From an optimization exercise on the open Yosys and OpenROAD flow, aimed at small area, a short achievable clock period and few clock cycles; shortcuts taken in it are not production practice.
The RTL was checked by simulation tests, not by an equivalence proof against the original design.
Power is estimated from default activity; no workload was simulated.

Setup of run 1:
// bc_rx_engine
module bc_rx_engine (
    input  wire       clk,
    input  wire       rst,         
    input  wire       in_valid,
    output wire       in_ready,
    input  wire       in_kind,     
    input  wire [2:0] in_op,
    input  wire [7:0] in_data,
    output wire       out_valid,
    output wire [7:0] out_data,
    output wire       out_last,
    input  wire       out_ready
);
    localparam integer CAP = 97;
    localparam integer IW  = 7;             
    localparam integer QD  = 2;             
    localparam integer QW  = 1;             
    localparam [7:0] MARKER = 8'h7A;
    localparam [7:0] ESCAPE = 8'h7B;
    localparam [2:0] OP_QFLAGS  = 3'd0;
    localparam [2:0] OP_POPD    = 3'd1;
    localparam [2:0] OP_POPDT   = 3'd2;
    localparam [2:0] OP_POPF    = 3'd3;
    localparam [2:0] OP_CLRD    = 3'd4;
    localparam [2:0] OP_CLRF    = 3'd5;
    localparam [2:0] OP_CLRC    = 3'd6;
    localparam [2:0] OP_SETMODE = 3'd7;
    localparam [1:0] K_ONE = 2'd0;          
    localparam [1:0] K_DAT = 2'd1;          
    localparam [1:0] K_FMT = 2'd2;          
    localparam [1:0] E_HDR = 2'd0;
    localparam [1:0] E_LEN = 2'd1;
    localparam [1:0] E_STA = 2'd2;
    localparam [1:0] E_PAY = 2'd3;
    function [IW-1:0] ring_inc;
        input [IW-1:0] a;
        begin
            ring_inc = (a == CAP - 1) ? {IW{1'b0}} : a + 1'b1;
        end
    endfunction
    function [IW-1:0] ring_dec;
        input [IW-1:0] a;
        begin
            ring_dec = (a == 0) ? CAP - 1 : a - 1'b1;
        end
    endfunction
    function in_range;
        input [IW-1:0] x;
        input [IW-1:0] p;
  ...
Size in the first run: ~990 flip-flops, ~27 I/O pins.
clock: 12.0 ns
lec_check: 0
cap_margin: 20
core_margin: 2
core_utilization: 60
cts_buf_list: sky130_fd_sc_hd__clkbuf_8
slew_margin: 20
standard.sh (not shown) runs the stock make flow with config.mk's settings and CLKGATE_MAP_FILE= SYNTH_SCRIPT=/design/flow/synth_recipe.tcl, a recipe that flattens the netlist after the stock synthesis.
==> flow/flow/run.sh <==
#!/bin/bash
set -euo pipefail
bash standard.sh \
  "BUFFER_PORTS_ARGS=-buffer_cell sky130_fd_sc_hd__buf_2" \
  "SETUP_SLACK_MARGIN=${FLOW_SETUP_MARGIN:-8.0}" \
  finish > standard_finish.log 2>&1
Testbench counts of run 1, summed over its fixed seeds: cycles 12,035.
diff inputs: run 1 => run 3
- CTS_BUF_LIST: sky130_fd_sc_hd__clkbuf_8 -> unset
- CORE_UTILIZATION: 60 -> 40
Final setup slack of the worst path up 0.092 ns in run 3 wrt run 1. Looking at total design power across both flows, run 3 is the weaker of the two, with run 1 ahead. The higher minimum hold slack came out of run 3. Run 1 -> run 3: area of combinational cells with multiple inputs flat. Slowest cell on the critical path = nor2b_2: run 3; slowest cell on the critical path = edfxtp_1: run 1. When the final numbers for run 1 and run 3 were put side by side, the total track usage turned out to be smaller in run 3. Run 3 | status: complete | timing, DRC, antenna: pass. Run 3 ended up with a lower core utilization than run 1 did. The non-clock buffer contribution to total cell area was comparable across run 1 and run 3. Comparing run 1 and run 3, the lower part of the total power dissipated in the clock network is on run 1. Side by side, pin slew with the least headroom to its limit turned out lower in run 3 than in run 1. Compared with run 1, die extent in y in run 3 increased by more than 10%. Total vias in the final route improves in run 3 relative to run 1.


the previous run:
bc_rx_engine, a different RTL version from the one above (not shown whole).
For scale: about 2500 cells after synthesis, ~27 I/O pins, about 42000 sq um of cells after synthesis.
// bc_rx_engine
module bc_rx_engine (
    input  wire       clk,
    input  wire       rst,         
    input  wire       in_valid,
    output wire       in_ready,
    input  wire       in_kind,     
    input  wire [2:0] in_op,
    input  wire [7:0] in_data,
    output wire       out_valid,
    output wire [7:0] out_data,
    output wire       out_last,
    input  wire       out_ready
);
export LEC_CHECK = 0
export CAP_MARGIN = 20
export CORE_MARGIN = 2
export CORE_UTILIZATION = 70
export CTS_BUF_LIST = sky130_fd_sc_hd__clkbuf_16
export CTS_CLUSTER_DIAMETER = 100
export CTS_CLUSTER_SIZE = 24
export PLACE_DENSITY = 0.5
export SLEW_MARGIN = 20
create_clock -name core_clock -period 12.0 [get_ports {clk}]
==> flow/flow/run.sh <==
#!/bin/bash
set -euo pipefail
bash standard.sh \
  "BUFFER_PORTS_ARGS=-buffer_cell sky130_fd_sc_hd__buf_2" \
  "SETUP_SLACK_MARGIN=${FLOW_SETUP_MARGIN:-8.5}" \
  finish > standard_finish.log 2>&1
The previous run | stages: all done | timing, DRC, antenna: all pass
Testbench counts of the previous run, summed over its fixed seeds: cycles 11,545.
Input-level comparison between the current run and the previous run:
Settings: clearing PLACE_DENSITY, which used to be 0.5.
==> flow/flow/run.sh <==
#!/bin/bash
set -euo pipefail
bash standard.sh \
  "BUFFER_PORTS_ARGS=-buffer_cell sky130_fd_sc_hd__buf_2" \
  "SETUP_SLACK_MARGIN=${FLOW_SETUP_MARGIN:-8.75}" \
  finish > standard_finish.log 2>&1
- In the reports for the previous run and the current run, the smaller count of buffers not belonging to the clock network in the layout belongs to the previous run.
- Count of cells along the worst register-to-register path delta for the current run relative to the previous run: 7 lower
- Per the final summary, the current run finished and its layout is clean on timing, DRC and antenna.
- From the previous run to the current run the numbers moved as follows: post-route worst hold slack shrank by 0.0039 ns, cell area after layout grew by 0.87%, total placed cells including tap cells held steady.

separate check: timing with driven ports:
Ports are ideal in the flow. The routed layouts listed here were re-timed in OpenROAD. Step 1, drivers: a clkbuf_16 drives clk and a buf_2 each remaining input, both assumed. Step 2, shift: input delay + t, output delay - t, t = (earliest + latest rising clock arrival at the registers) / 2. This alone moves slack from input paths to output paths. a / b / c = no drivers / after step 1 / after step 2; a / b = the first two.
run | t (ns) | setup slack, ns | hold WS [ns] | worst setup path at the end | slew at the worst register clock pin (ns)
run 1 | 0.841 | 8.083 / 8.017 / 7.482 | 0.462 / 0.462 / 0.462 | input to register | 0.07 / 0.07
run 3 | 0.732 | 8.175 / 8.149 / 7.488 | 0.465 / 0.465 / 0.465 | input to register | 0.07 / 0.07
the previous run | 0.679 | 8.462 / 8.399 / 7.925 | 0.468 / 0.468 / 0.468 | input to register | 0.10 / 0.10
the current run | 0.689 | 8.477 / 8.409 / 8.042 | 0.464 / 0.464 / 0.464 | input to register | 0.11 / 0.11
After both steps setup and hold are still met in every run listed. For run 3, which loses most, drivers alone change the setup slack by -0.026 ns; drivers and shift together by -0.687 ns.
